This is an optimization exercise on Yosys and OpenROAD, whose aim is small area and few clock cycles, not a production implementation. RTL that was checked went through simulation tests only; none was proved equivalent to the original. Only the layout flow was run in run 3; the RTL was not checked for function there. Power and IR drop assume default switching activity.

==> flow/design.v <==
module sponge_engine (
    input  wire          clk,
    input  wire          rst,
    input  wire          cmd_valid,
    output wire          cmd_ready,
    input  wire [31:0]   cmd_hdr,
    input  wire          din_valid,
    output wire          din_ready,
    input  wire [126:0]  din_data,
    output wire          rsp_valid,
    input  wire          rsp_ready,
    output wire [31:0]   rsp_word,
    output wire          dout_valid,
    input  wire          dout_ready,
    output wire [126:0]  dout_data,
    output wire          dout_last,
    output wire          preq_valid,
    input  wire          preq_ready,
    output wire [507:0]  preq_state,
    input  wire          prsp_valid,
    output wire          prsp_ready,
    input  wire [507:0]  prsp_state,
    output wire          st_busy,
    output wire [2:0]    st_fault,
    output wire [4:0]    st_io_count,
    output wire [4:0]    st_pattern_len,
    output wire [5:0]    st_out_len
);
    localparam FB = 127;
    localparam [2:0] IDLE = 3'd0,
                     ABS  = 3'd1,    
                     SQZ  = 3'd2,    
                     STP  = 3'd3,    
                     STT  = 3'd4,    
                     DRN  = 3'd5,    
                     RSP  = 3'd6,    
                     DOUT = 3'd7;    
    localparam [1:0] P_NONE = 2'd0, P_REQ = 2'd1, P_WAIT = 2'd2;
    localparam [1:0] OP_START = 2'd0, OP_ABSORB = 2'd1, OP_SQUEEZE = 2'd2, OP_FINISH = 2'd3;
    reg [3:0]    cnt;            
    reg [FB-1:0] lane0, lane1, lane2, lane3;
    reg [16*16-1:0] pr;          
    reg [3:0]    pphase;
    reg [1:0]    ophase;         
    reg [32*FB-1:0] ob;          
    reg [4:0]    pattern_len;
    reg [4:0]    io_count;
    reg [1:0]    absorb_pos;
    reg [1:0]    squeeze_pos;
    reg [5:0]    out_len;
    reg [2:0]    fault;
    reg [2:0]    phase;
    reg [1:0]    pst;
    reg [1:0]    cur_op;
    reg [2:0]    status;
    reg [16:0]   rem;            
    reg [3:0]    pnext;          
    reg          bad;            
    reg [1:0]    nb;             
    reg [5:0]    rsq;            
    reg [5:0]    ne;             
    reg [5:0]    eb;             
    reg [3:1]    wp;             
    reg [5:0]    dn;             
    reg          dv;             
    reg [FB-1:0] dreg;
    wire idle = (phase == IDLE);
    wire [1:0]  h_op   = cmd_hdr[1:0];
    wire [15:0] h_len  = cmd_hdr[23:8];
    wire        h_ok   = (cmd_hdr[7:2] == 6'd0) && (cmd_hdr[31:24] == 8'd0) &&
                         ((h_op == OP_START) || (h_op == OP_ABSORB) || (h_len == 16'd0));
    wire [16:0] h_paylen = (h_op == OP_START)  ? ({1'b0, h_len} + 17'd1) :
                           (h_op == OP_ABSORB) ? {1'b0, h_len} : 17'd0;
    wire        rem_nz    = (rem != 17'd0);
    wire [3:0]  pr_addr   = pphase + io_count[3:0] - cnt;
    reg  [15:0] cur_entry;
    integer pi;
    always @* begin
        cur_entry = 16'd0;
        for (pi = 0; pi < 16; pi = pi + 1)
            cur_entry = cur_entry | (pr[16*pi +: 16] & {16{pr_addr == pi[3:0]}});
    end
    wire        exhausted = (io_count == pattern_len);
    wire        abs_ok    = h_ok && (h_op == OP_ABSORB) && !exhausted && (cur_entry == h_len);
    wire [16:0] out_need  = {11'd0, out_len} + {1'b0, cur_entry};
    wire        sq_ok     = h_ok && (h_op == OP_SQUEEZE) && !exhausted && (out_need <= 17'd32);
    wire [1:0]  sq_avail  = 2'd3 - squeeze_pos;
    wire        sq_perm   = (cur_entry[5:0] > {4'd0, sq_avail});
    wire [1:0]  sq_m0     = sq_perm ? sq_avail : cur_entry[1:0];
    wire        early     = (abs_ok && (absorb_pos == 2'd3)) || (sq_ok && sq_perm);
    assign cmd_ready  = !rst && idle;
    wire   cmd_fire   = cmd_valid && cmd_ready;
    wire   creq       = (phase == ABS) && (pst == P_NONE) && (absorb_pos == 2'd2) &&
                        (rem != 17'd1) && din_valid && rem_nz;
    assign preq_valid = !rst && ((pst == P_REQ) || (idle && cmd_valid && early) || creq);
    wire   preq_fire  = preq_valid && preq_ready;
    wire [1:0] rho = cnt[1:0];
    wire [5:0] ent1 = eb + 6'd1;
    wire [5:0] ent2 = eb + 6'd2;
    wire [5:0] ent3 = eb + 6'd3;
    wire [1:0] orho = rho - ophase;
    wire m1 = wp[1] && (ent1[1:0] == orho);
    wire m2 = wp[2] && (ent2[1:0] == orho);
    wire m3 = wp[3] && (ent3[1:0] == orho);
    wire wr = m1 | m2 | m3;
    wire [4:0] went = m1 ? ent1[4:0] : m2 ? ent2[4:0] : ent3[4:0];
    wire [FB-1:0] wdat = ({FB{m1}} & lane1) | ({FB{m2}} & lane2) | ({FB{m3}} & lane3);
    wire [3:1] wp_left = wp & ~{m3, m2, m1};
    wire   prsp_take  = (pst == P_WAIT) && ((phase != SQZ) || (wp_left == 3'd0));
    assign prsp_ready = !rst && prsp_take;
    wire   prsp_fire  = prsp_valid && prsp_ready;
    wire   prsp_in    = prsp_valid && prsp_take;
    wire abs_req   = (phase == ABS) && (pst == P_REQ);
    wire abs_wait  = (phase == ABS) && (pst == P_WAIT);
    wire abs_free  = (phase == ABS) && (pst == P_NONE);
    wire pat_align = (cnt == pnext);
    wire abs_rdy = rem_nz && ((abs_free && (absorb_pos != 2'd3)) ||
                              (abs_req && preq_ready) ||
                              (abs_wait && (nb != 2'd3)));
    assign din_ready = !rst && (abs_rdy ||
                         (rem_nz && ((phase == DRN) || (phase == STT))) ||
                         ((phase == STP) && pat_align));
    wire   din_fire  = din_valid && din_ready;
    assign rsp_valid = !rst && (phase == RSP);
    wire   rsp_fire  = rsp_valid && rsp_ready;
    assign dout_valid = !rst && (phase == DOUT) && dv;
    wire   dout_fire  = dout_valid && dout_ready;
    wire sq_good = (cur_op == OP_SQUEEZE) && (status == 3'd0);
    assign rsp_word  = {6'd0, cur_op, (sq_good ? {10'd0, out_len} : 16'd0), 5'd0, status};
    assign dout_data = dreg;
    assign dout_last = (dn == out_len);
    assign st_busy        = !idle;
    assign st_fault       = fault;
    assign st_io_count    = io_count;
    assign st_pattern_len = pattern_len;
    assign st_out_len     = out_len;
    reg  clr_q;
    wire clr = clr_q;
    wire [1:0] apos = absorb_pos;
    wire add_now = abs_free && din_valid && rem_nz && (absorb_pos != 2'd3);
    wire park_req  = abs_req && din_valid && rem_nz && preq_ready;    
    wire wait_in   = abs_wait && din_valid && rem_nz && (nb != 2'd3);
    wire park_wait = wait_in && !prsp_in;                            
    wire comb      = prsp_in;                               
    reg [3:1] xl, xp, yl, yd;
    integer k;
    always @* begin
        for (k = 1; k <= 3; k = k + 1) begin
            xl[k] = 1'b1; xp[k] = 1'b0; yl[k] = 1'b0; yd[k] = 1'b0;
            if (clr) begin
                xl[k] = 1'b0;
            end else if (comb) begin
                xl[k] = 1'b0; xp[k] = 1'b1;
                if (phase == ABS) begin
                    if (k <= nb) yl[k] = 1'b1;
                    else if ((k == nb + 1) && wait_in) yd[k] = 1'b1;
                end
            end else if (add_now) begin
                if (k == apos + 1) yd[k] = 1'b1;
            end else if (park_req) begin
                if (k == 1) begin xl[k] = 1'b0; yd[k] = 1'b1; end
            end else if (park_wait) begin
                if (k == nb + 1) begin xl[k] = 1'b0; yd[k] = 1'b1; end
            end
        end
    end
    wire [FB-1:0] x1 = ({FB{xl[1]}} & lane1) | ({FB{xp[1]}} & prsp_state[2*FB-1:FB]);
    wire [FB-1:0] x2 = ({FB{xl[2]}} & lane2) | ({FB{xp[2]}} & prsp_state[3*FB-1:2*FB]);
    wire [FB-1:0] x3 = ({FB{xl[3]}} & lane3) | ({FB{xp[3]}} & prsp_state[4*FB-1:3*FB]);
    wire [FB-1:0] y1 = ({FB{yl[1]}} & lane1) | ({FB{yd[1]}} & din_data);
    wire [FB-1:0] y2 = ({FB{yl[2]}} & lane2) | ({FB{yd[2]}} & din_data);
    wire [FB-1:0] y3 = ({FB{yl[3]}} & lane3) | ({FB{yd[3]}} & din_data);
    wire [FB-1:0] s1, s2, s3;
    sponge_madd u_add1 (.a(x1), .b(y1), .s(s1));
    sponge_madd u_add2 (.a(x2), .b(y2), .s(s2));
    sponge_madd #(.BW(4)) u_add3 (.a(x3), .b(y3), .s(s3));
    assign preq_state = {s3, lane2, lane1, lane0};
    wire l0_tag  = (phase == STT) && din_fire && !bad;
    always @(posedge clk) begin
        if (comb || l0_tag) lane0 <= l0_tag ? din_data : prsp_state[FB-1:0];
        lane1 <= s1;
        lane2 <= s2;
        lane3 <= s3;
    end
    wire dl_en   = ((phase == RSP) && sq_good) || (phase == DOUT);
    wire dload   = dl_en && (dn != out_len) && (dn[1:0] == orho) && (!dv || dout_fire);
    reg  [8*FB-1:0] otail;
    reg  [FB-1:0]   dnext;
    integer di;
    always @* begin
        dnext = {FB{1'b0}};
        for (di = 0; di < 8; di = di + 1) begin
            otail[FB*di +: FB] = (wr && (went[4:2] == di[2:0])) ? wdat : ob[FB*(4*di) +: FB];
            dnext = dnext | (otail[FB*di +: FB] & {FB{dn[4:2] == di[2:0]}});
        end
    end
    integer g;
    always @(posedge clk) begin
        for (g = 0; g < 8; g = g + 1) begin
            ob[FB*(4*g+0) +: FB] <= ob[FB*(4*g+1) +: FB];
            ob[FB*(4*g+1) +: FB] <= ob[FB*(4*g+2) +: FB];
            ob[FB*(4*g+2) +: FB] <= ob[FB*(4*g+3) +: FB];
            ob[FB*(4*g+3) +: FB] <= otail[FB*g +: FB];
        end
        if (dload) dreg <= dnext;
    end
    wire pinj = (phase == STP) && din_fire;
    always @(posedge clk) begin
        pr[0 +: 15*16] <= pr[16 +: 15*16];
        pr[15*16 +: 16] <= pinj ? din_data[15:0] : pr[0 +: 16];
    end
    wire pat_bad = (din_data == {FB{1'b0}}) || (din_data[FB-1:16] != {(FB-16){1'b0}});
    wire [1:0] nb_p = nb + {1'b0, din_fire};    
    wire [1:0] rmin = (rsq > 6'd3) ? 2'd3 : rsq[1:0];
    always @(posedge clk) begin
        if (rst) begin
            cnt         <= 4'd0;
            pattern_len <= 5'd0;
            io_count    <= 5'd0;
            absorb_pos  <= 2'd0;
            squeeze_pos <= 2'd0;
            out_len     <= 6'd0;
            fault       <= 3'd0;
            phase       <= IDLE;
            pst         <= P_NONE;
            cur_op      <= 2'd0;
            status      <= 3'd0;
            rem         <= 17'd0;
            pnext       <= 4'd0;
            bad         <= 1'b0;
            nb          <= 2'd0;
            rsq         <= 6'd0;
            ne          <= 6'd0;
            eb          <= 6'd0;
            wp          <= 3'd0;
            dn          <= 6'd0;
            dv          <= 1'b0;
            pphase      <= 4'd0;
            ophase      <= 2'd0;
            clr_q       <= 1'b0;
        end else begin
            clr_q <= cmd_fire && h_ok && ((h_op == OP_START) || (h_op == OP_FINISH));
            cnt <= cnt + 4'd1;
            wp  <= wp_left;
            if (preq_fire) pst <= P_WAIT;
            case (phase)
                IDLE: if (cmd_fire) begin
                    cur_op <= h_op;
                    status <= 3'd0;
                    rem    <= h_paylen;
                    dn     <= 6'd0;
                    dv     <= 1'b0;
                    if (!h_ok) begin
                        status <= 3'd5;
                        if (fault == 3'd0) fault <= 3'd5;
                        phase <= (h_paylen != 17'd0) ? DRN : RSP;
                    end else begin
                        case (h_op)
                            OP_START: begin
                                pattern_len <= 5'd0;
                                io_count    <= 5'd0;
                                absorb_pos  <= 2'd0;
                                squeeze_pos <= 2'd0;
                                out_len     <= 6'd0;
                                fault       <= 3'd0;
                                bad         <= 1'b0;
                                pphase      <= cnt + 4'd1;
                                pnext       <= cnt + 4'd1;
                                if (h_len > 16'd16) begin
                                    status <= 3'd4;
                                    fault  <= 3'd4;
                                    phase  <= DRN;
                                end else begin
                                    pattern_len <= h_len[4:0];
                                    phase <= (h_len == 16'd0) ? STT : STP;
                                end
                            end
                            OP_ABSORB: begin
                                if (exhausted || !abs_ok) begin
                                    status <= exhausted ? 3'd2 : 3'd1;
                                    if (fault == 3'd0) fault <= exhausted ? 3'd2 : 3'd1;
                                    phase <= (h_len != 16'd0) ? DRN : RSP;
                                end else begin
                                    io_count    <= io_count + 5'd1;
                                    squeeze_pos <= 2'd3;
                                    nb          <= 2'd0;
                                    phase       <= ABS;
                                    if (early) pst <= preq_fire ? P_WAIT : P_REQ;
                                end
                            end
                            OP_SQUEEZE: begin
                                if (exhausted || !sq_ok) begin
                                    status <= exhausted ? 3'd2 : 3'd4;
                                    if (fault == 3'd0) fault <= exhausted ? 3'd2 : 3'd4;
                                    phase <= RSP;
                                end else begin
                                    io_count    <= io_count + 5'd1;
                                    out_len     <= out_need[5:0];
                                    if (out_len == 6'd0) ophase <= early ? cnt[1:0] : cnt[1:0] + 2'd1;
                                    squeeze_pos <= squeeze_pos + sq_m0;
                                    eb          <= out_len - {4'd0, squeeze_pos} - 6'd1;
                                    wp          <= (sq_m0 == 2'd0) ? 3'b000 :
                                                   (sq_m0 == 2'd1) ? (3'b001 << squeeze_pos) :
                                                   (sq_m0 == 2'd2) ? (3'b011 << squeeze_pos) : 3'b111;
                                    ne          <= out_len + {4'd0, sq_m0};
                                    rsq         <= cur_entry[5:0] - {4'd0, sq_m0};
                                    if (early) begin
                                        pst   <= preq_fire ? P_WAIT : P_REQ;
                                        phase <= SQZ;
                                    end else begin
                                        phase <= RSP;
                                    end
                                end
                            end
                            default: begin  
                                pattern_len <= 5'd0;
                                io_count    <= 5'd0;
                                absorb_pos  <= 2'd0;
                                squeeze_pos <= 2'd0;
                                out_len     <= 6'd0;
                                phase       <= RSP;
                            end
                        endcase
                    end
                end
                ABS: begin
                    if (din_fire) rem <= rem - 17'd1;
                    if (pst == P_NONE) begin
                        if (din_fire) begin
                            absorb_pos <= absorb_pos + 2'd1;
                            if (rem == 17'd1) phase <= RSP;
                            else if (absorb_pos == 2'd2) begin
                                pst <= preq_fire ? P_WAIT : P_REQ;
                                nb  <= 2'd0;
                            end
                        end
                    end else if (pst == P_REQ) begin
                        if (preq_fire) nb <= din_fire ? 2'd1 : 2'd0;
                    end else begin  
                        if (prsp_fire) begin
                            nb         <= 2'd0;
                            absorb_pos <= nb_p;
                            if ((rem == 17'd0) || ((rem == 17'd1) && din_fire)) begin
                                pst   <= P_NONE;
                                phase <= RSP;
                            end else if (nb_p == 2'd3) begin
                                pst <= P_REQ;
                            end else begin
                                pst <= P_NONE;
                            end
                        end else if (din_fire) begin
                            nb <= nb + 2'd1;
                        end
                    end
                end
                SQZ: begin
                    if ((pst == P_WAIT) && prsp_fire) begin
                        absorb_pos  <= 2'd0;
                        squeeze_pos <= rmin;
                        eb          <= ne - 6'd1;
                        ne          <= ne + {4'd0, rmin};
                        wp          <= (rmin == 2'd1) ? 3'b001 : (rmin == 2'd2) ? 3'b011 : 3'b111;
                        rsq         <= rsq - {4'd0, rmin};
                        if (rsq > 6'd3) pst <= P_REQ;
                        else begin
                            pst   <= P_NONE;
                            phase <= RSP;
                        end
                    end
                end
                STP: if (din_fire) begin
                    rem   <= rem - 17'd1;
                    pnext <= pnext + 4'd1;
                    if (pat_bad) bad <= 1'b1;
                    if (rem == 17'd2) phase <= STT;
                end
                STT: if (din_fire) begin
                    rem <= rem - 17'd1;
                    if (bad) begin
                        status      <= 3'd3;
                        fault       <= 3'd3;
                        pattern_len <= 5'd0;
                    end
                    phase <= RSP;
                end
                DRN: if (din_fire) begin
                    rem <= rem - 17'd1;
                    if (rem == 17'd1) phase <= RSP;
                end
                RSP: begin
                    if (dload) begin
                        dn <= dn + 6'd1;
                        dv <= 1'b1;
                    end
                    if (rsp_fire) phase <= sq_good ? DOUT : IDLE;
                end
                default: begin  
                    if (dload) begin
                        dn <= dn + 6'd1;
                        dv <= 1'b1;
                    end else if (dout_fire) begin
                        dv <= 1'b0;
                    end
                    if (dout_fire && (dn == out_len) && !dload) phase <= IDLE;
                end
            endcase
        end
    end
endmodule
module sponge_madd #(
    parameter BW = 8                
) (
    input  wire [126:0] a,
    input  wire [126:0] b,
    output wire [126:0] s
);
    localparam N  = 127;
    localparam NB = (N + BW - 1) / BW;
    wire [N-1:0] p = a ^ b;
    wire [N-1:0] g = a & b;
    wire [N:0] cz;
    wire [N:0] c;
    wire [NB-1:0] bg, bp;
    wire [NB:0]   bcz;       
    wire [NB:0]   bpp;       
    wire [NB-1:0] bcin;
    wire          cin;
    genvar i, j;
    generate
        for (j = 0; j < NB; j = j + 1) begin : blk
            localparam LO = j * BW;
            localparam HI = (j * BW + BW - 1 < N - 1) ? (j * BW + BW - 1) : (N - 1);
            assign cz[LO] = 1'b0;
            for (i = LO; i <= HI; i = i + 1) begin : bit_z
                if (i < HI) assign cz[i+1] = g[i] | (p[i] & cz[i]);
            end
            assign bg[j] = g[HI] | (p[HI] & cz[HI]);
            assign bp[j] = &p[HI:LO];
            assign c[LO] = bcin[j];
            for (i = LO; i <= HI; i = i + 1) begin : bit_c
                if (i < HI) assign c[i+1] = g[i] | (p[i] & c[i]);
                assign s[i] = p[i] ^ c[i];
            end
        end
        wire [NB/4-1:0] sg, sp;
        wire [NB/4:0]   scz, spp;
        for (j = 0; j < NB/4; j = j + 1) begin : sgrp
            assign sg[j] = bg[4*j+3] | (bp[4*j+3] & (bg[4*j+2] | (bp[4*j+2] & (bg[4*j+1] | (bp[4*j+1] & bg[4*j])))));
            assign sp[j] = &bp[4*j+3:4*j];
        end
        assign scz[0] = 1'b0;
        assign spp[0] = 1'b1;
        for (j = 0; j < NB/4; j = j + 1) begin : schain
            assign scz[j+1] = sg[j] | (sp[j] & scz[j]);
            assign spp[j+1] = spp[j] & sp[j];
        end
        for (j = 0; j < NB; j = j + 1) begin : bchain
            if (j % 4 == 0) begin : b0
                assign bcz[j] = scz[j/4];
                assign bpp[j] = spp[j/4];
            end else begin : bn
                assign bcz[j] = bg[j-1] | (bp[j-1] & bcz[j-1]);
                assign bpp[j] = bpp[j-1] & bp[j-1];
            end
        end
        assign bcz[NB] = scz[NB/4];
        assign bpp[NB] = spp[NB/4];
        assign cin = bcz[NB] | bpp[NB];
        for (j = 0; j < NB; j = j + 1) begin : bcin_g
            assign bcin[j] = bcz[j] | (cin & bpp[j]);
        end
    endgenerate
    assign c[N] = 1'b0;
    assign cz[N] = 1'b0;
endmodule
==> flow/flow/run.sh <==
#!/bin/bash
# Layout flow: the standard flow with buf_1 port buffers and a lighter clock tree.
set -e
export BUFFER_PORTS_ARGS="-buffer_cell sky130_fd_sc_hd__buf_1"
export CTS_ARGS="-sink_clustering_enable -repair_clock_nets -dont_use_dummy_load -buf_list sky130_fd_sc_hd__clkbuf_4 -sink_clustering_size 10 -sink_clustering_max_diameter 40"
bash standard.sh > standard.log 2>&1
==> flow/standard.sh <==
#!/bin/bash
# synth_recipe.tcl (not shown) runs the flow's synth.tcl, then flattens the netlist and writes it again
# the make line also repeats each setting of config.mk as NAME=value (left out here)
make -C /OpenROAD-flow-scripts/flow DESIGN_CONFIG=/design/flow/config.mk WORK_HOME=/design/flow/orfs CLKGATE_MAP_FILE= SYNTH_SCRIPT=/design/flow/synth_recipe.tcl "${@:-finish}"
==> flow/config.mk <==
export PLATFORM = sky130hd
export DESIGN_NAME = sponge_engine
export DESIGN_NICKNAME = sponge_engine
export VERILOG_FILES = /design/flow/design.v
export SDC_FILE = /design/flow/constraint.sdc
export NUM_CORES = 8
export LEC_CHECK = 0
export CAP_MARGIN = 10
export CORE_MARGIN = 2
export CORE_UTILIZATION = 40
export SLEW_MARGIN = 10
==> flow/constraint.sdc <==
create_clock -name core_clock -period 14.0 [get_ports {clk}]
set_input_delay 2.8000 -clock core_clock [delete_from_list [all_inputs] [get_ports {clk}]]
set_output_delay 2.8000 -clock core_clock [all_outputs]
set_load 0.01 [all_outputs]
==> impl_metrics.json, run 1 <==
{
  "status": "complete, no violations",
  "rows": 228,
  "grt.overflow.total": 0,
  "hold_class": "reg2reg",
  "timing.final.crit_share_pct": 97.67,
  "antenna_found_initial": 154,
  "place_congestion": 1.019,
  "cts_sinks": 5049,
  "start_kind": "register",
  "synth-main-ff-cell": "dfxtp_1",
  "worstPathArrival_ns": 10.87,
  "layout_min_cycle_time_ns": 13.67,
  "die_x_um": 626.5,
  "cpMaxStageDelayCell": "or4b_4",
  "syn2layout_area_growth_pct": 11.85,
  "track_usage_pct": 29.90,
  "synth_seq_cells": 5049,
  "h-tree-depth": 6,
  "yosys_warnings": 1,
  "max_stage_delay_ns": 0.67,
  "die_area_um2": 392500,
  "tns_ns": 0,
  "port_buffers": 1347,
  "synth.distinct_cells": 99,
  "drt_iter0_markers": 10260,
  "dp_hpwl_mm": 443.2,
  "clockBufferDepth": 4,
  "grt_pass1_wl_mm": 820.3,
  "viasPerCell": 5.484,
  "initial_core_util_pct": 40.18,
  "irDropWorstVdd_mv": 0.1042,
  "maxCapViolations": 0,
  "instances_no_fill": 19510,
  "cts_buffers": 670,
  "grt_max_degree": 139,
  "fp.dieH_um": 626.5,
  "ys_seq_area_share_pct": 66.86,
  "grt_pass1_vias": 102700,
  "totalWireLength_mm": 604.8,
  "critical_path_class": "reg2out",
  "endpoint_kind": "output pin",
  "syn_area_per_cell_um2": 12.55,
  "num_io_pins": 1369,
  "fillers": 36500,
  "async_flop_share_pct": 0,
  "clock-skew-final_ns": 0.2518,
  "insertion_delay_ns": 1.73,
  "drtPass1Iterations": 10,
  "crit_top_cell": "fa_1",
  "layout_commonest_cell": "dfxtp_1",
  "wl_per_cell_um": 31.00,
  "root_buffer": "clkbuf_4",
  "final_cell_mix": "dfxtp_1 (4793), buf_1 (1325), a22o_1 (764)",
  "ant_nets": 0,
  "worstMarginPinSlew_ns": 1.329,
  "setup-violations-final": 0,
  "synth_cells": 12350,
  "fin_nets": 15530,
  "maxSlewViolCount": 0,
  "crit_required_ns": 11.20,
  "rsz0062_at_grt": "no",
  "hold_viol": 0,
  "clk_pin_slew_ns": 0.10,
  "dp_cells": 18590,
  "fp.coreArea_um2": 385700,
  "drc": 0,
  "synth_edf_count": 254,
  "p_total_mw": 29.35,
  "drive_gt1_share_pct": 9.714,
  "synth_area_um2": 155000,
  "p_leak_nw": 69.33,
  "slew_headroom_pct": 10.71,
  "cts_tree": "yes",
  "power_density_nw_per_um2": 169.3,
  "path_max_fanout": 34,
  "fmax_ghz": 0.07314,
  "vias": 107000
}
sequential cells by signal, summed over array words and instances, names as in the netlist, 5 cells and up:
name         cells
lane2          127
dreg           127
eb               5
lane3          127
dn               6
out_len          6
pr             256
ob            4064
lane1          127
io_count         5
rsq              6
lane0          127
ne               5
rem             17
pattern_len      5
metal layers:
metal / track usage (%) / wire [µm]
met5: 0.4445 / 208
met4: 23.45 / 53390
met3: 7.145 / 49190
met2: 43.37 / 255300
met1: 38.21 / 246700
per-stage QoR:
stage	setup WS, ns	utilization (%)	hold WS [ns]	cell area (µm²)
after detailed placement	-0.1264	43.45	0.3121	167600
after global placement	-0.1017	43.45	0.3095	167600
final	0.3269	44.94	0.1744	173300
after floorplan	0.4203	-	0.3096	155100
after CTS	0.02725	44.78	0.2017	172700
after global routing	0.04257	44.92	0.1921	173200
critical path: cells and delay by family (launching register included):
| family | cells | cell delay [ns] |
|---|---|---|
| AOI/OAI and AO/OA | 13 | 3.32 |
| xor gates and xnor gates | 3 | 0.92 |
| buffers and inverters | 5 | 1.00 |
| adders and majority gates | 5 | 1.86 |
| and+or+nand+nor | 4 | 1.54 |
| DFF | 1 | 0.44 |
area by class of cell:
cell class | count | area (µm²) | share of cell area [%]
Sequential cell | 5049 | 103600 | 59.78
Multi-Input combinational cell | 6531 | 48750 | 28.12
Timing Repair Buffer | 1739 | 8472 | 4.887
Tap cell | 5175 | 6475 | 3.735
Clock buffer | 670 | 5030 | 2.902
Antenna cell | 243 | 608.1 | 0.3508
Inverter | 104 | 390.4 | 0.2252
cells in the mapped netlist, drive strengths merged, types with 88 or more instances:
| cell type | n | area (µm²) |
|---|---|---|
| mux2 | 173 | 1948 |
| nand3 | 88 | 440.4 |
| dfxtp | 4795 | 95990 |
| o21ai | 655 | 3282 |
| xor2 | 96 | 840.8 |
| nand4 | 240 | 1501 |
| nor2 | 696 | 2613 |
| ha | 439 | 5493 |
| inv | 100 | 375.4 |
| buf | 92 | 520.5 |
| a22o | 764 | 6691 |
| fa | 325 | 6506 |
| clkbuf | 593 | 2226 |
| a222oi | 128 | 1281 |
| a22oi | 534 | 4009 |
| a21oi | 702 | 3517 |
| a21o | 174 | 1306 |
| nand2 | 736 | 2763 |
| edfxtp | 254 | 7627 |
cell families (layout without fill, tap and decap cells):
logic type / count (synthesis) / in the layout / share of synthesized area, %
adders and majority gates: 765 / 765 / 7.748
other: 1 / 264 / 0.002420
buffers and inverters: 789 / 2513 / 2.024
xor gates and xnor gates: 129 / 129 / 0.7476
and+or+nand+nor: 2120 / 2121 / 6.242
AOI/OAI and AO/OA: 3231 / 3231 / 14.40
DFF: 5049 / 5049 / 66.86
muxes: 264 / 264 / 1.976
power breakdown:
group	switching (mW)	leakage (nW)	total (mW)	internal [mW]
Clock	4.56	3.08	6.75	2.19
Sequential	1.07	41.2	16.9	15.9
Combinational	3.78	25.1	5.67	1.90
what timing repair did:
action,4_1_cts,5_1_grt
hold buffers,0,0
pin swaps,2,1
endpoints found under the setup margin,43,17
resized for setup,14,4
cloned,1,0
buffers inserted,4,0
path summary, 6_finish.rpt:
kind,from,endpoint,slack [ns],depth (start not counted)
worst max-delay path,cnt[0]$_SDFF_PP0_,preq_state[412],0.33,30
worst min-delay path,ob[3818]$_DFF_P_,ob[3691]$_DFF_P_,0.17,0
worst max register to register,cnt[0]$_SDFF_PP0_,lane2[71]$_DFF_P_,2.22,35
worst min register to register,ob[3818]$_DFF_P_,ob[3691]$_DFF_P_,0.17,0
Testbench counts, summed over its fixed seeds: cycles 10,061.
==> run 2, diff against run 1 <==
--- a/flow/config.mk
+++ b/flow/config.mk
@@ -9,3 +9,4 @@
 export CORE_MARGIN = 2
 export CORE_UTILIZATION = 40
+export PLACE_DENSITY = 0.75
 export SLEW_MARGIN = 10
==> run 2 against run 1 <==
Against the previous run: fmax fell by 1.2%; register-to-register slack got worse by 0.88 ns; sequential share of layout area about the same; global-route usage is 0.87 points higher; hold slack better by 0.069 ns; die area is the same; synthesized cell count did not move; design area about the same; power down 0.29%; sequential power barely moved; routed wire length grew 3.5%; critical path type unchanged; critical endpoint is now preq_state[444]; highest routed layer unchanged.
==> impl_metrics.json, run 2 <==
{
  "grt_max_degree": 130,
  "reg2reg_depth": 32,
  "drtPass1Iterations": 10,
  "r2r_end": "lane2[87]$_DFF_P_",
  "synth_area_um2": 155000,
  "r2r_slack_ns": 1.34,
  "syn2layout_area_growth_pct": 11.85,
  "status": "complete, no violations",
  "grt_pass1_vias": 105000,
  "largest_registers": "ob x4064, pr x256",
  "root_buffer": "clkbuf_4",
  "worstPathArrival_ns": 11.04,
  "dp_hpwl_mm": 462.0,
  "clockBufferDepth": 4,
  "fp.dieH_um": 626.5,
  "place_congestion": 1.059,
  "final_cell_mix": "dfxtp_1 (4795), buf_1 (1323), a22o_1 (764)",
  "setup-violations-final": 0,
  "wl_met2_mm": 261.9,
  "hold_depth": 0,
  "clk_pin_slew_ns": 0.11,
  "h-tree-depth": 6,
  "top_layer": "met5",
  "synth_edf_count": 254,
  "ant_nets": 0,
  "clock-skew-final_ns": 0.1491,
  "dr_wl_met3_mm": 60.60,
  "maxSlewViolCount": 0,
  "num_io_pins": 1369,
  "maxCapViolations": 0,
  "start_kind": "register",
  "cpMaxStageDelayCell": "or4b_4",
  "drive_gt1_share_pct": 9.503,
  "cts_tree": "yes",
  "syn_area_per_cell_um2": 12.55,
  "async_flop_share_pct": 0,
  "vias": 110000,
  "grt.overflow.total": 0,
  "wl_per_cell_um": 31.96,
  "p_leak_nw": 69.17,
  "port_buffers": 1347,
  "drc": 0,
  "viasPerCell": 5.617,
  "synth_top_area_share_pct": 61.94,
  "hold_viol": 0,
  "critical_path_class": "reg2out",
  "synth.largest_area_cell": "dfxtp_1",
  "cts_sinks": 5049,
  "path_max_fanout": 71,
  "totalWireLength_mm": 626.0,
  "rows": 228,
  "wl_met1_mm": 242.0,
  "p_total_mw": 29.26,
  "holdPathEnd": "ob[3201]$_DFF_P_",
  "fp.coreArea_um2": 385700,
  "max_stage_delay_ns": 0.73,
  "top_register": "ob",
  "power_density_nw_per_um2": 168.8,
  "endpoint_kind": "output pin",
  "antenna_found_initial": 168,
  "synthTopCellsByCount": "dfxtp_1 (4795), a22o_1 (764), nand2_1 (736)",
  "hold_class": "reg2reg",
  "cts_buffers": 646,
  "insertion_delay_ns": 1.59,
  "synthTopCellsByArea": "dfxtp_1 (62%), edfxtp_1 (4.9%), a22o_1 (4.3%)",
  "fmax_ghz": 0.07228,
  "drt_iter0_markers": 11740,
  "final_util_pct": 44.95,
  "layout_commonest_cell": "dfxtp_1",
  "crit_required_ns": 11.20,
  "fin_nets": 15500,
  "r2r-start": "cnt[1]$_SDFF_PP0_",
  "yosys_warnings": 1,
  "fillers": 35930,
  "grt_pass1_wl_mm": 841.1,
  "synth.most_common_cell": "dfxtp_1",
  "synth-main-ff-cell": "dfxtp_1",
  "hp-start": "ob[3328]$_DFF_P_",
  "rsz0062_at_grt": "no",
  "synth.distinct_cells": 99,
  "largest_reg_flops": 4064,
  "synth_seq_cells": 5049,
  "layout_min_cycle_time_ns": 13.84,
  "die_x_um": 626.5,
  "initial_core_util_pct": 40.18,
  "track_usage_pct": 30.77,
  "slew_headroom_pct": 9.547,
  "die_area_um2": 392500,
  "synth_cells": 12350,
  "ys_seq_area_share_pct": 66.86,
  "irDropWorstVdd_mv": 0.1010,
  "timing.final.crit_share_pct": 98.83,
  "worstMarginPinSlew_ns": 1.357
}
-- run 2: changes by cell type in the layout (fill, tap and decap cells not counted), sizes merged --
cell,before,now
clkbuf,674,651
buf,1735,1723
diode,243,353
-- run 2: kinds of logic (layout without fill, tap and decap cells) --
kind of cell / Yosys count / count (layout) / share of synthesized area [%]
flip-flops: 5049 / 5049 / 66.86
XOR/XNOR: 129 / 129 / 0.7476
buffers and inverters: 789 / 2478 / 2.024
multiplexers: 264 / 264 / 1.976
AO/OA/AOI/OAI: 3231 / 3231 / 14.40
other: 1 / 374 / 0.002420
adder cells (fa/ha/maj): 765 / 765 / 7.748
AND/OR/NAND/NOR: 2120 / 2121 / 6.242
-- run 2: timing repair --
action | CTS | global route
resized for setup | 8 | 5
hold buffers | 0 | 0
hold endpoints to repair | 0 | 0
pin swaps | 1 | 0
gates cloned | 1 | 0
setup endpoints to repair | 26 | 5
setup buffers | 5 | 0
-- run 2: per-layer routing --
layer  GRT usage (%)  up-vias
met2           44.50     5891
met1           37.61    54560
met4           25.92       60
li1                -    47830
met5          0.6421        -
met3           9.081     1675
-- run 2: final cells by class --
class	count	area [µm²]	share of cell area, %
Sequential cell	5049	103600	59.77
Clock buffer	646	4850	2.797
Multi-Input combinational cell	6531	48750	28.12
Inverter	104	390.4	0.2252
Antenna cell	353	883.3	0.5095
Timing Repair Buffer	1728	8392	4.841
Tap cell	5175	6475	3.735
-- run 2: stage by stage --
stage          setup TNS (ns)  hold slack [ns]  area (µm²)  std cells  setup WS (ns)
6_report                    0           0.2438      173400      19590         0.1641
4_1_cts                     0           0.2077      172400      19230        0.06980
3_5_place_dp                0           0.3121      167500      18580         0.2357
5_1_grt                     0           0.2238      173200      19520       0.002025
2_1_floorplan               0           0.3096      155100      12370         0.4203
3_3_place_gp          -0.1666           0.3095      167500      18580       -0.07637
-- run 2: worst max-delay path by stage --
stage | startpoint | endpoint | slack, ns | depth (start not counted)
after CTS | cnt[1]$_SDFF_PP0_ | preq_state[507] | 0.07 | 26
after global placement | prsp_valid | preq_state[504] | -0.08 | 24
after global routing | cnt[1]$_SDFF_PP0_ | preq_state[444] | 0.002 | 27
after detailed placement | prsp_valid | preq_state[408] | 0.24 | 23
after floorplan | rst | dn[4]$_SDFFE_PP0P_ | 0.42 | 11
final | cnt[1]$_SDFF_PP0_ | preq_state[444] | 0.16 | 27
-- run 2: worst max-delay path, delay by kind of cell (launching register included) --
kind	cells	cell delay [ns]
AOI/OAI and AO/OA	10	2.54
and+or+nand+nor	5	1.91
adders and majority gates	4	1.67
buffers and inverters	5	1.39
xor gates and xnor gates	3	1.22
DFF	1	0.56
-- run 2: where the power goes --
group / total (mW) / internal (mW) / switching (mW) / leakage, nW
sequential: 17.1 / 15.9 / 1.22 / 41.2
combinational: 5.56 / 1.88 / 3.69 / 25.0
clock: 6.62 / 2.12 / 4.51 / 2.97
total: 29.3 / 19.9 / 9.41 / 69.2
==> run 3, diff against run 2 <==
--- a/flow/design.v
+++ b/flow/design.v
@@ -143,26 +143,19 @@
     wire park_wait = wait_in && !prsp_in;                            
     wire comb      = prsp_in;                               
-    reg [3:1] xl, xp, yl, yd;
+    reg [3:1] sel_f, sel_w, sel_c;
     integer k;
     always @* begin
         for (k = 1; k <= 3; k = k + 1) begin
-            xl[k] = 1'b1; xp[k] = 1'b0; yl[k] = 1'b0; yd[k] = 1'b0;
-            if (clr) begin
-                xl[k] = 1'b0;
-            end else if (comb) begin
-                xl[k] = 1'b0; xp[k] = 1'b1;
-                if (phase == ABS) begin
-                    if (k <= nb) yl[k] = 1'b1;
-                    else if ((k == nb + 1) && wait_in) yd[k] = 1'b1;
-                end
-            end else if (add_now) begin
-                if (k == apos + 1) yd[k] = 1'b1;
-            end else if (park_req) begin
-                if (k == 1) begin xl[k] = 1'b0; yd[k] = 1'b1; end
-            end else if (park_wait) begin
-                if (k == nb + 1) begin xl[k] = 1'b0; yd[k] = 1'b1; end
-            end
+            sel_f[k] = abs_free && rem_nz && (absorb_pos == k - 1);   
+            sel_w[k] = abs_wait && rem_nz && (nb == k - 1);           
+            sel_c[k] = abs_wait && (nb >= k);                         
         end
     end
+    wire       sel_r = abs_req && rem_nz;                             
+    wire [3:1] park  = {3{din_valid}} & (sel_w | {2'b00, sel_r && preq_ready});
+    wire [3:1] xl = {3{!clr && !comb}} & ~park;
+    wire [3:1] xp = {3{!clr && comb}};
+    wire [3:1] yl = {3{!clr && comb}} & sel_c;
+    wire [3:1] yd = {3{!clr && din_valid}} & (sel_f | sel_w | {2'b00, sel_r && preq_ready});
     wire [FB-1:0] x1 = ({FB{xl[1]}} & lane1) | ({FB{xp[1]}} & prsp_state[2*FB-1:FB]);
     wire [FB-1:0] x2 = ({FB{xl[2]}} & lane2) | ({FB{xp[2]}} & prsp_state[3*FB-1:2*FB]);
==> flow/flow/run.sh (replaced) <==
#!/bin/bash
# Layout flow: the standard flow with buf_1 port buffers and a lighter clock tree.
set -e
export BUFFER_PORTS_ARGS="-buffer_cell sky130_fd_sc_hd__buf_1"
export CTS_ARGS="-sink_clustering_enable -repair_clock_nets -dont_use_dummy_load -buf_list {sky130_fd_sc_hd__clkbuf_4 sky130_fd_sc_hd__clkbuf_8} -sink_clustering_size 14 -sink_clustering_max_diameter 60"
bash standard.sh > standard.log 2>&1
--- a/flow/config.mk
+++ b/flow/config.mk
@@ -6,7 +6,6 @@
 export NUM_CORES = 8
 export LEC_CHECK = 0
-export CAP_MARGIN = 10
+export CAP_MARGIN = 20
 export CORE_MARGIN = 2
 export CORE_UTILIZATION = 40
-export PLACE_DENSITY = 0.75
-export SLEW_MARGIN = 10
+export SLEW_MARGIN = 20
==> run 3 against run 2 <==
Against the previous run: area after synthesis is essentially flat; register-to-register slack is essentially flat; die area is essentially flat; largest cell class unchanged; hold slack lost 0.027 ns; design area grew 0.68%; highest routed layer unchanged; synthesized cell count grew 0.15%; combinational power grew 15%; clock-buffer cell count shrank 204; core utilization grew 0.27 points.
==> impl_metrics.json, run 3 <==
{
  "status": "complete, no violations",
  "synth.distinct_cells": 97,
  "fillers": 35880,
  "hold_viol": 0,
  "cpMaxStageDelayCell": "buf_1",
  "wl_per_cell_um": 34.16,
  "root_buffer": "clkbuf_8",
  "slew_headroom_pct": 13.39,
  "grt.overflow.total": 0,
  "clockBufferDepth": 4,
  "initial_core_util_pct": 40.18,
  "drc": 0,
  "synth-main-ff-cell": "dfxtp_1",
  "async_flop_share_pct": 0,
  "cts_sinks": 5049,
  "syn2layout_area_growth_pct": 12.53,
  "num_io_pins": 1369,
  "synth_edf_count": 254,
  "path_delay_family": "buffers and inverters",
  "synth_cells": 12370,
  "antenna_found_initial": 180,
  "rows": 228,
  "max_stage_delay_ns": 0.51,
  "grt_max_degree": 121,
  "final_cell_mix": "dfxtp_1 (4795), buf_1 (1311), a21oi_1 (1200)",
  "clock-skew-final_ns": 0.1940,
  "insertion_delay_ns": 1.24,
  "p_leak_nw": 70.41,
  "dp_hpwl_mm": 492.3,
  "fp.dieH_um": 626.7,
  "setup-violations-final": 0,
  "maxSlewViolCount": 0,
  "rsz0062_at_grt": "no",
  "postCtsHoldBufs": 0,
  "ys_seq_area_share_pct": 66.81,
  "drive_gt1_share_pct": 8.485,
  "crit_top_cell": "buf_4",
  "fin_nets": 15330,
  "layout_min_cycle_time_ns": 13.76,
  "synth_area_um2": 155100,
  "hold_class": "reg2reg",
  "critical_path_class": "in2out",
  "totalWireLength_mm": 654.9,
  "synth.most_common_cell": "dfxtp_1",
  "syn_area_per_cell_um2": 12.54,
  "synth_top_area_share_pct": 61.89,
  "fmax_ghz": 0.07266,
  "largest_reg_flops": 4064,
  "worstMarginPinSlew_ns": 1.296,
  "cts_buffers": 442,
  "fp.coreArea_um2": 386000,
  "drt_iter0_markers": 11730,
  "place_congestion": 1.041,
  "top_register": "ob",
  "timing.final.crit_share_pct": 98.31,
  "path_max_fanout": 32,
  "largest_registers": "ob x4064, pr x256",
  "clk_pin_slew_ns": 0.09,
  "crit_required_ns": 11.20,
  "vias": 107500,
  "irDropWorstVdd_mv": 0.09322,
  "worstPathArrival_ns": 10.96,
  "viasPerCell": 5.606,
  "synth.largest_area_cell": "dfxtp_1",
  "port_buffers": 1347,
  "maxCapViolations": 0,
  "start_kind": "primary input",
  "synth_seq_cells": 5049,
  "dp_cells": 18620,
  "synthTopCellsByCount": "dfxtp_1 (4795), a21oi_1 (1205), nor2_1 (1198)",
  "cts_tree": "yes",
  "die_area_um2": 392800,
  "hold_slack_ns": 0.2168,
  "drtPass1Iterations": 13,
  "synthTopCellsByArea": "dfxtp_1 (62%), a22o_1 (5.0%), edfxtp_1 (4.9%)",
  "grt_pass1_vias": 101000,
  "path_buf_inv": 10,
  "tns_ns": 0,
  "h-tree-depth": 5,
  "track_usage_pct": 32.31,
  "grt_pass1_wl_mm": 867.6,
  "ant_nets": 0,
  "instances_no_fill": 19170,
  "layout_commonest_cell": "dfxtp_1",
  "endpoint_kind": "output pin",
  "die_x_um": 626.7,
  "yosys_warnings": 1,
  "power_density_nw_per_um2": 177.2
}
==> run 3: logic make-up (layout without fill, tap and decap cells) <==
logic type	after synthesis	count (layout)	synth area share, %
flops	5049	5049	66.81
xor+xnor	135	135	0.8075
compound gates	3206	3206	14.54
simple gates	2173	2174	6.228
fa+ha+maj	762	762	7.718
mux	242	242	1.851
other cells	1	123	0.002418
buf+inv	798	2306	2.047
==> run 3: worst paths after layout <==
kind,startpoint,to,slack (ns),cells past startpoint
max,din_valid,preq_state[488],0.24,29
min,ob[3913]$_DFF_P_,ob[3786]$_DFF_P_,0.22,0
max reg2reg,cnt[0]$_SDFF_PP0_,lane2[31]$_DFF_P_,1.35,36
min reg2reg,ob[3913]$_DFF_P_,ob[3786]$_DFF_P_,0.22,0
==> run 3: per-stage QoR <==
stage          utilization, %  cell area [µm²]  total power [mW]  setup WS, ns
2_1_floorplan               -           155200             19.95         2.313
3_3_place_gp            43.55           168100             23.62        0.2561
3_5_place_dp            43.55           168100             23.62        0.2261
4_1_cts                 45.13           174200             30.84       0.08292
5_1_grt                 45.19           174400             31.94      0.009909
6_report                45.22           174500             30.93        0.2369
==> run 3: final cells by class <==
cell class | instances | area [µm²] | area share, %
Sequential cell | 5049 | 103600 | 59.37
Antenna cell | 102 | 255.2 | 0.1462
Tap cell | 5175 | 6475 | 3.710
Multi-Input combinational cell | 6540 | 48850 | 27.99
Clock buffer | 442 | 6083 | 3.485
Inverter | 114 | 427.9 | 0.2452
Timing Repair Buffer | 1750 | 8835 | 5.062
==> run 3: metal layers <==
metal  track usage [%]  routed length [µm]  up-vias
met5                 0                 564        -
li1                  -                   -    46960
met3             8.806               60960     1399
met2             47.36              277100     5083
met1             40.91              260500    54010
met4             23.49               55760       30
==> run 3: power breakdown <==
part           leakage, nW  switching, mW  internal (mW)
Clock                 3.18           4.57           2.80
Sequential            41.2           1.28           15.9
Combinational         26.0           4.28           2.12
==> run 3: what timing repair did <==
item | CTS | global route
setup buffers | 0 | 8
cloned | 0 | 1
gates resized for setup | 1 | 6
pin swaps | 0 | 2
setup endpoints to repair | 9 | 37

## re-timing with driven ports
How much do the figures lean on ideal ports? The routed layouts below were timed once more, with nothing changed but the port constraints. Step 1 sets driving cells, clkbuf_16 on the clock port and buf_2 on the other inputs (assumed; they add their load-dependent delay and slew). Step 2, shift: input delay + t, output delay - t, t = (earliest + latest rising clock arrival at the registers) / 2. This alone moves slack from input paths to output paths. Three values: no drivers, after step 1, after step 2; two values: the first two.
| run | t, ns | slack for setup (ns) | hold WS [ns] | worst setup path at the end | latest minus earliest clock arrival (ns) |
|---|---|---|---|---|---|
| run 1 | 1.726 | 0.327 / 0.198 / 0.353 | 0.174 / 0.174 / 0.174 | input to output | 0.280 / 0.280 |
| run 2 | 1.632 | 0.164 / 0.053 / 0.155 | 0.244 / 0.244 / 0.244 | input to register | 0.158 / 0.158 |
| run 3 | 1.230 | 0.237 / 0.201 / 0.201 | 0.217 / 0.217 / 0.217 | input to output | 0.230 / 0.229 |
After both steps every run listed still meets setup and hold. The setup slack of run 3, which loses most, moves by -0.036 ns with the drivers and by -0.036 ns with both steps.
